From an optimization exercise on the open Yosys and OpenROAD flow, aimed at a short achievable clock period and few clock cycles per item; shortcuts taken in it are not production practice. In this exercise RTL edits were held to simulation tests only and were not proved equivalent to the original. Power is estimated from default activity; no workload was simulated.

==> flow/design.v <==
module pck_arith (
    input  wire        clk,
    input  wire        rst,
    input  wire        cmd_valid_i,
    output wire        cmd_ready_o,
    input  wire [31:0] cmd_i,
    input  wire [31:0] arg0_i,
    input  wire [31:0] arg1_i,
    input  wire [31:0] arg2_i,
    output wire        done_o,
    output wire [31:0] result_o,
    output wire [31:0] result_hi_o,
    output wire [2:0]  flags_o,      
    output wire [3:0]  err_o         
);
    localparam [7:0] OP_NOP   = 8'h00;
    localparam [7:0] OP_ADD   = 8'h30;
    localparam [7:0] OP_SUB   = 8'h31;
    localparam [7:0] OP_ADDS  = 8'h32;
    localparam [7:0] OP_SUBS  = 8'h33;
    localparam [7:0] OP_MUL   = 8'h34;
    localparam [7:0] OP_MULSC = 8'h35;
    localparam [7:0] OP_SAT   = 8'h36;
    localparam [7:0] OP_CLAMP = 8'h37;
    localparam [7:0] OP_DIVT  = 8'h38;
    localparam [3:0] ERR_NONE = 4'd0;
    localparam [3:0] ERR_OP   = 4'd1;
    localparam [3:0] ERR_DIV0 = 4'd3;
    localparam [1:0] S_IDLE = 2'd0;
    localparam [1:0] S_EXEC = 2'd1;
    localparam [1:0] S_DIV  = 2'd2;
    localparam [1:0] S_DFIN = 2'd3;
    localparam signed [63:0] MAX32 = 64'sh0000_0000_7FFF_FFFF;
    localparam signed [63:0] MIN32 = -64'sh0000_0000_8000_0000;
    reg  [1:0]  state;
    reg  [7:0]  op_q;
    reg  [5:0]  imm_q;
    reg  [31:0] a0_q, a1_q, a2_q;
    reg  [31:0] result_q, result_hi_q;
    reg         z_q, n_q, v_q;
    reg  [3:0]  err_q;
    reg         done_q;
    reg  [31:0] dv_quo;      
    reg  [31:0] dv_rem;
    reg  [31:0] dv_dvs;
    reg  [4:0]  dv_cnt;
    assign cmd_ready_o = (state == S_IDLE);
    assign done_o      = done_q;
    assign result_o    = result_q;
    assign result_hi_o = result_hi_q;
    assign flags_o     = {v_q, n_q, z_q};
    assign err_o       = err_q;
    wire signed [31:0] A0 = a0_q;
    wire signed [31:0] A1 = a1_q;
    wire signed [31:0] A2 = a2_q;
    wire signed [32:0] sum  = {A0[31], A0} + {A1[31], A1};
    wire signed [32:0] diff = {A0[31], A0} - {A1[31], A1};
    wire sum_ovf  = (sum[32]  != sum[31]);
    wire diff_ovf = (diff[32] != diff[31]);
    wire [31:0] sum_sat  = sum_ovf  ? (sum[32]  ? 32'h8000_0000 : 32'h7FFF_FFFF) : sum[31:0];
    wire [31:0] diff_sat = diff_ovf ? (diff[32] ? 32'h8000_0000 : 32'h7FFF_FFFF) : diff[31:0];
    wire signed [63:0] prod = A0 * A1;
    wire        prod_neg = prod[63];
    wire [63:0] prod_mag = prod_neg ? (~prod + 64'd1) : prod;
    wire [63:0] scl_mag  = prod_mag >> imm_q;
    wire signed [63:0] scl = prod_neg ? -$signed(scl_mag) : $signed(scl_mag);
    wire [31:0] scl_sat  = (scl > MAX32) ? 32'h7FFF_FFFF :
                          (scl < MIN32) ? 32'h8000_0000 : scl[31:0];
    wire signed [32:0] sat_hi = (33'sd1 <<< imm_q[4:0]) - 33'sd1;
    wire signed [32:0] sat_lo = -(33'sd1 <<< imm_q[4:0]);
    wire signed [32:0] a0_ext = {A0[31], A0};
    wire signed [32:0] sat_r  = (a0_ext > sat_hi) ? sat_hi :
                                (a0_ext < sat_lo) ? sat_lo : a0_ext;
    wire signed [31:0] clamp_lo = (A0 < A1) ? A1 : A0;
    wire signed [31:0] clamp_r  = (clamp_lo > A2) ? A2 : clamp_lo;
    wire [31:0] a0_mag = A0[31] ? (~a0_q + 32'd1) : a0_q;
    wire [31:0] a1_mag = A1[31] ? (~a1_q + 32'd1) : a1_q;
    wire [32:0] dv_shift = {dv_rem, dv_quo[31]};
    wire [32:0] dv_trial = dv_shift - {1'b0, dv_dvs};
    wire        dv_ge    = ~dv_trial[32];
    wire        q_neg   = A0[31] ^ A1[31];
    wire signed [63:0] q_full = q_neg ? -$signed({32'd0, dv_quo}) : $signed({32'd0, dv_quo});
    wire [31:0] q_sat   = (q_full > MAX32) ? 32'h7FFF_FFFF : q_full[31:0];
    wire [31:0] r_fin   = A0[31] ? (~dv_rem + 32'd1) : dv_rem;
    always @(posedge clk) begin
        if (rst) begin
            state       <= S_IDLE;
            op_q        <= 8'd0;
            imm_q       <= 6'd0;
            a0_q        <= 32'd0;
            a1_q        <= 32'd0;
            a2_q        <= 32'd0;
            result_q    <= 32'd0;
            result_hi_q <= 32'd0;
            z_q         <= 1'b0;
            n_q         <= 1'b0;
            v_q         <= 1'b0;
            err_q       <= ERR_NONE;
            done_q      <= 1'b0;
            dv_quo      <= 32'd0;
            dv_rem      <= 32'd0;
            dv_dvs      <= 32'd0;
            dv_cnt      <= 5'd0;
        end else begin
            done_q <= 1'b0;
            case (state)
                S_IDLE: begin
                    if (cmd_valid_i) begin
                        op_q  <= cmd_i[31:24];
                        imm_q <= cmd_i[5:0];
                        a0_q  <= arg0_i;
                        a1_q  <= arg1_i;
                        a2_q  <= arg2_i;
                        state <= S_EXEC;
                    end
                end
                S_EXEC: begin
                    state  <= S_IDLE;
                    done_q <= 1'b1;
                    err_q  <= ERR_NONE;
                    case (op_q)
                        OP_NOP: ;
                        OP_ADD: begin
                            result_q <= sum[31:0];
                            z_q <= (sum[31:0] == 32'd0);
                            n_q <= sum[31];
                            v_q <= sum_ovf;
                        end
                        OP_SUB: begin
                            result_q <= diff[31:0];
                            z_q <= (diff[31:0] == 32'd0);
                            n_q <= diff[31];
                            v_q <= diff_ovf;
                        end
                        OP_ADDS: begin
                            result_q <= sum_sat;
                            z_q <= (sum_sat == 32'd0);
                            n_q <= sum_sat[31];
                            v_q <= sum_ovf;
                        end
                        OP_SUBS: begin
                            result_q <= diff_sat;
                            z_q <= (diff_sat == 32'd0);
                            n_q <= diff_sat[31];
                            v_q <= diff_ovf;
                        end
                        OP_MUL: begin
                            result_q    <= prod[31:0];
                            result_hi_q <= prod[63:32];
                            z_q <= (prod == 64'd0);
                            n_q <= prod[63];
                            v_q <= 1'b0;
                        end
                        OP_MULSC: begin
                            result_q <= scl_sat;
                            z_q <= (scl_sat == 32'd0);
                            n_q <= scl_sat[31];
                            v_q <= ({{32{scl_sat[31]}}, scl_sat} != scl);
                        end
                        OP_SAT: begin
                            result_q <= sat_r[31:0];
                            z_q <= (sat_r == 33'sd0);
                            n_q <= sat_r[32];
                            v_q <= (sat_r != a0_ext);
                        end
                        OP_CLAMP: begin
                            result_q <= clamp_r;
                            z_q <= (clamp_r == 32'sd0);
                            n_q <= clamp_r[31];
                            v_q <= (clamp_r != A0);
                        end
                        OP_DIVT: begin
                            if (a1_q == 32'd0) begin
                                err_q <= ERR_DIV0;
                            end else begin
                                done_q <= 1'b0;
                                dv_quo <= a0_mag;
                                dv_rem <= 32'd0;
                                dv_dvs <= a1_mag;
                                dv_cnt <= 5'd0;
                                state  <= S_DIV;
                            end
                        end
                        default: err_q <= ERR_OP;
                    endcase
                end
                S_DIV: begin
                    dv_rem <= dv_ge ? dv_trial[31:0] : dv_shift[31:0];
                    dv_quo <= {dv_quo[30:0], dv_ge};
                    dv_cnt <= dv_cnt + 5'd1;
                    if (dv_cnt == 5'd31)
                        state <= S_DFIN;
                end
                S_DFIN: begin
                    result_q    <= q_sat;
                    result_hi_q <= r_fin;
                    z_q    <= (q_sat == 32'd0);
                    n_q    <= q_sat[31];
                    v_q    <= ({{32{q_sat[31]}}, q_sat} != q_full);
                    err_q  <= ERR_NONE;
                    done_q <= 1'b1;
                    state  <= S_IDLE;
                end
            endcase
        end
    end
endmodule
==> flow/run.sh <==
#!/bin/bash
# synth_recipe.tcl (not shown) runs the flow's synth.tcl, then flattens the netlist and writes it again
# the make line also repeats each setting of config.mk as NAME=value (left out here)
make -C /OpenROAD-flow-scripts/flow DESIGN_CONFIG=/design/flow/config.mk WORK_HOME=/design/flow/orfs CLKGATE_MAP_FILE= SYNTH_SCRIPT=/design/flow/synth_recipe.tcl finish
==> flow/config.mk <==
export PLATFORM = sky130hd
export DESIGN_NAME = pck_arith
export DESIGN_NICKNAME = pck_arith
export VERILOG_FILES = /design/flow/design.v
export SDC_FILE = /design/flow/constraint.sdc
export NUM_CORES = 4
export LEC_CHECK = 0
export CAP_MARGIN = 20
export CORE_MARGIN = 2
export CORE_UTILIZATION = 30
export SLEW_MARGIN = 20
==> flow/constraint.sdc <==
create_clock -name core_clock -period 20.0 [get_ports {clk}]
set_input_delay 4.0000 -clock core_clock [delete_from_list [all_inputs] [get_ports {clk}]]
set_output_delay 4.0000 -clock core_clock [all_outputs]
set_load 0.01 [all_outputs]
==> impl_metrics.py <==
metrics = {
    "status": {
        "status": "timing/DRC/antenna clean",
    },
    "floorplan": {
        "die_height_um": 511,
        "die_area_mm2": 0.261,
        "start_util_pct": 30.1,
        "core_mm2": 0.256,
        "die_w_um": 511,
        "rows": 186,
        "io_pins": 204,
    },
    "clocking": {
        "postCtsSetupRepairBufs": 0,
        "clkTransAtPathRegs_ns": 0.06,
        "cts-htree-levels": 2,
        "postCtsHoldBufs": 0,
        "clkLatencyLatePin_ns": 0.63,
        "cts_buffer_depth": 3,
        "clock-sinks": 283,
        "cts_resized": 0,
        "cts_root_buf": "clkbuf_16",
        "cts_made_buffers": 34,
        "cts_tree": "built",
    },
    "yosys": {
        "syn_inst": 10200,
        "ys_warn_count": 1,
        "synth_edf_count": 0,
        "avgSynthCellArea_um2": 7.60,
        "syn_area_mm2": 0.0772,
        "ys_seq_area_share_pct": 7.34,
        "async_flop_share_pct": 0,
        "ys_types": 120,
        "synth_seq_cells": 283,
        "ys.flop_type": "dfxtp_1",
    },
    "sta": {
        "finalSetupViolCount": 0,
        "maxSlewViolCount": 0,
        "finalCriticalPeriod_ns": 18.72,
        "setup_ws_ns": 1.28,
        "finalHoldViolCount": 0,
        "slew_headroom_pct": 10.0,
        "tightestPinTransition_ns": 1.33,
        "final.period_utilization_pct": 93.6,
        "grt_setup_unrepaired": "false",
        "setup_tns_ns": 0,
        "fmaxAchievable_ghz": 0.0534,
        "skew_ns": 0.0559,
    },
    "routing": {
        "drc": 0,
        "wl_per_cell_um": 28.9,
        "via_per_inst": 5.91,
        "drt_iter0_markers": 10700,
        "routed_wl_um": 386000,
        "vias": 79100,
        "antenna_left": 0,
        "first_pass_iters": 7,
    },
    "place": {
        "hpwl_um": 304000,
        "portBuffers": 183,
        "dp_slack_ns": 1.76,
        "place.gp.congestion": 1.09,
    },
    "worst_hold_path": {
        "holdPathEnd": "a1_q[25]",
        "hold_depth": 2,
        "holdCritPathClass": "reg -> reg",
        "min_from": "a1_q[25]",
    },
    "global_routing": {
        "gr-total-overflow": 0,
        "antenna_found_initial": 26,
        "grt_pass1_vias": 75800,
        "grt_pass1_wl_um": 554000,
        "grt_max_degree": 118,
        "grt_use_total_pct": 28.7,
    },
    "worst_setup_path": {
        "critPathSlowestCell": "fa_1",
        "path_common_cell": "fa_1",
        "crit_fanout": 54,
        "required_ns": 20.46,
        "end_kind": "register",
        "r2r_setup_slack_ns": 1.28,
        "critical-path-max-stage-delay_ns": 1.03,
        "path_class": "reg -> reg",
        "cp_data_arrival_time_ns": 19.19,
        "timing.rr.end": "result_q[28]",
        "worstSetupStartpointType": "register",
        "ff2ff_path_depth": 43,
        "r2r_start": "a0_q[31]",
    },
    "run": {
        "drv_cap": 0,
    },
    "finish": {
        "fin_util_pct": 32.8,
        "regArea_mm2": 0.00573,
        "syn2layout_area_growth_pct": 8.98,
        "drive_gt1_share_pct": 5.92,
        "nets": 11600,
        "fill_cells": 27600,
        "multi_input_area_mm2": 0.0641,
    },
    "pwr": {
        "p_leak_nw": 36.3,
        "p_per_area_mw_per_mm2": 115,
        "peakVddDrop_mv": 0.161,
    },
}
## metal layers
metal  part of all wire [%]  up-vias  track usage, %
li1                       -    33900               -
met1                     38    38800            36.7
met2                     41     5221            42.3
met3                     13     1178            8.13
met4                    8.1       24            18.3
met5                  0.044        -               0
## kinds of logic (layout without fill, tap and decap cells)
| logic type | Yosys count | after routing | share of synthesized area [%] |
|---|---|---|---|
| flip-flops | 283 | 283 | 7.34 |
| buffers and inverters | 2006 | 1825 | 9.88 |
| other | 2 | 20 | 0.00973 |
| adder cells (fa/ha/maj) | 1481 | 1481 | 34.5 |
| AO/OA/AOI/OAI | 2302 | 2302 | 19.8 |
| multiplexers | 182 | 182 | 2.67 |
| XOR/XNOR | 352 | 352 | 4.03 |
| AND/OR/NAND/NOR | 3546 | 3546 | 21.7 |
## metrics by stage
stage	hold WS (ns)	instance area, um2	power [mW]	std cells
after global placement	0.444	82900	8.50	13300
final	0.452	84100	9.67	13400
after detailed placement	0.448	82900	8.48	13300
after floorplan	0.436	77200	5.49	10200
after global routing	0.480	84100	9.99	13400
after CTS	0.456	84000	9.19	13400
## where the power goes
group	internal, mW	switching, mW
sequential	0.580	0.0479
combinational	2.42	5.94
clock	0.377	0.305
## cell usage in the layout, fill, tap and decap left out, types with 72 or more instances in the layout
master,netlist,routed
a211oi_1,169,169
a21o_1,79,79
a21oi_1,655,652
a31oi_1,104,104
and2_1,370,369
buf_4,10,275
clkdlybuf4s50_1,0,182
dfxtp_1,283,240
fa_1,1085,1085
ha_1,395,394
inv_1,1280,1277
mux2i_1,116,115
nand2_1,1273,1271
nand3_1,173,172
nand4_1,122,122
nor2_1,865,859
nor3_1,206,204
nor4_1,112,111
o21ai_0,401,401
o22ai_1,83,83
o31ai_1,72,72
xnor2_1,257,253
xor2_1,93,91
## worst max-delay path: cells and delay by family (launching register included)
family | cells | cell delay (ns)
simple gates | 11 | 4.64
fa+ha+maj | 9 | 5.55
xor+xnor | 2 | 0.69
buf+inv | 6 | 2.23
compound gates | 14 | 4.12
mux | 1 | 0.59
flops | 1 | 0.67
## worst max path at each step
| stage | slack [ns] | end | start |
|---|---|---|---|
| CTS | 1.69 | result_q[28] | a0_q[31] |
| detailed placement | 1.76 | result_q[28] | a0_q[31] |
| finish | 1.28 | result_q[28] | a0_q[31] |
| global route | 0.62 | result_q[28] | a0_q[31] |
| global placement | 1.83 | result_q[28] | a0_q[31] |
| floorplan | 6.11 | result_q[28] | a0_q[31] |
## cell type report
class | count | area share (%)
tap | 3384 | 5.03
timing repair buffer | 459 | 4.67
multi-input combinational | 7869 | 76.2
sequential | 283 | 6.81
clock inverter | 16 | 0.272
inverter | 1307 | 5.83
antenna | 14 | 0.0416
clock buffer | 43 | 1.11
## registers in the layout (all words and copies together) (netlist names), named ones only
signal,count
state,1
dv_cnt,5
op_q,8
n_q,1
dv_dvs,32
v_q,1
result_q,32
z_q,1
a2_q,32
dv_rem,32
err_q,2
dv_quo,32
a0_q,32
result_hi_q,32
a1_q,32
done_q,1
imm_q,6
## cell usage after synthesis, drive strengths merged (64+ instances only)
| master | number | area [um2] |
|---|---|---|
| clkbuf | 576 | 2160 |
| nor2 | 865 | 3250 |
| nand4 | 122 | 763 |
| nor3 | 212 | 1100 |
| a211oi | 172 | 1310 |
| inv | 1285 | 4820 |
| a22oi | 68 | 510 |
| a21oi | 658 | 3300 |
| nor4 | 124 | 886 |
| a31oi | 104 | 651 |
| or3 | 69 | 437 |
| o21ai | 417 | 2090 |
| nand2 | 1274 | 4780 |
| fa | 1085 | 21700 |
| nand3 | 175 | 886 |
| nand2b | 64 | 400 |
| and2 | 372 | 2330 |
| dfxtp | 283 | 5670 |
| ha | 395 | 4940 |
| buf | 123 | 559 |
| mux2i | 116 | 1160 |
| xor2 | 93 | 815 |
| o211ai | 66 | 510 |
| o22ai | 84 | 532 |
| o31ai | 73 | 553 |
| xnor2 | 257 | 2250 |
| a21o | 80 | 602 |
Testbench counts, summed over its fixed seeds: cycles 127,571, ops 24,000.

## separate check: timing with driven ports
In the flow no input, the clock included, has a driving cell. The finished layout below was timed again as built, in two steps. Step 1 sets driving cells, clkbuf_16 on the clock port and buf_2 on the other inputs (assumed; they add their load-dependent delay and slew). Step 2 adds t to the input delays and takes it off the output delays; t is the mean of the earliest and latest rising clock arrival at the registers after step 1. Input paths then give back, and output paths get back, about the clock's delay inside the block. a / b / c = no drivers / after step 1 / after step 2; a / b = the first two.
t, ns: 0.668
slack for setup (ns): 1.277 / 1.277 / 1.277
hold slack, ns: 0.452 / 0.452 / 0.452
worst register clock-pin slew, ns: 0.09 / 0.09
After both steps setup and hold are still met in this run. For this run, drivers alone change the setup slack by 0.000 ns; drivers and shift together by 0.000 ns.
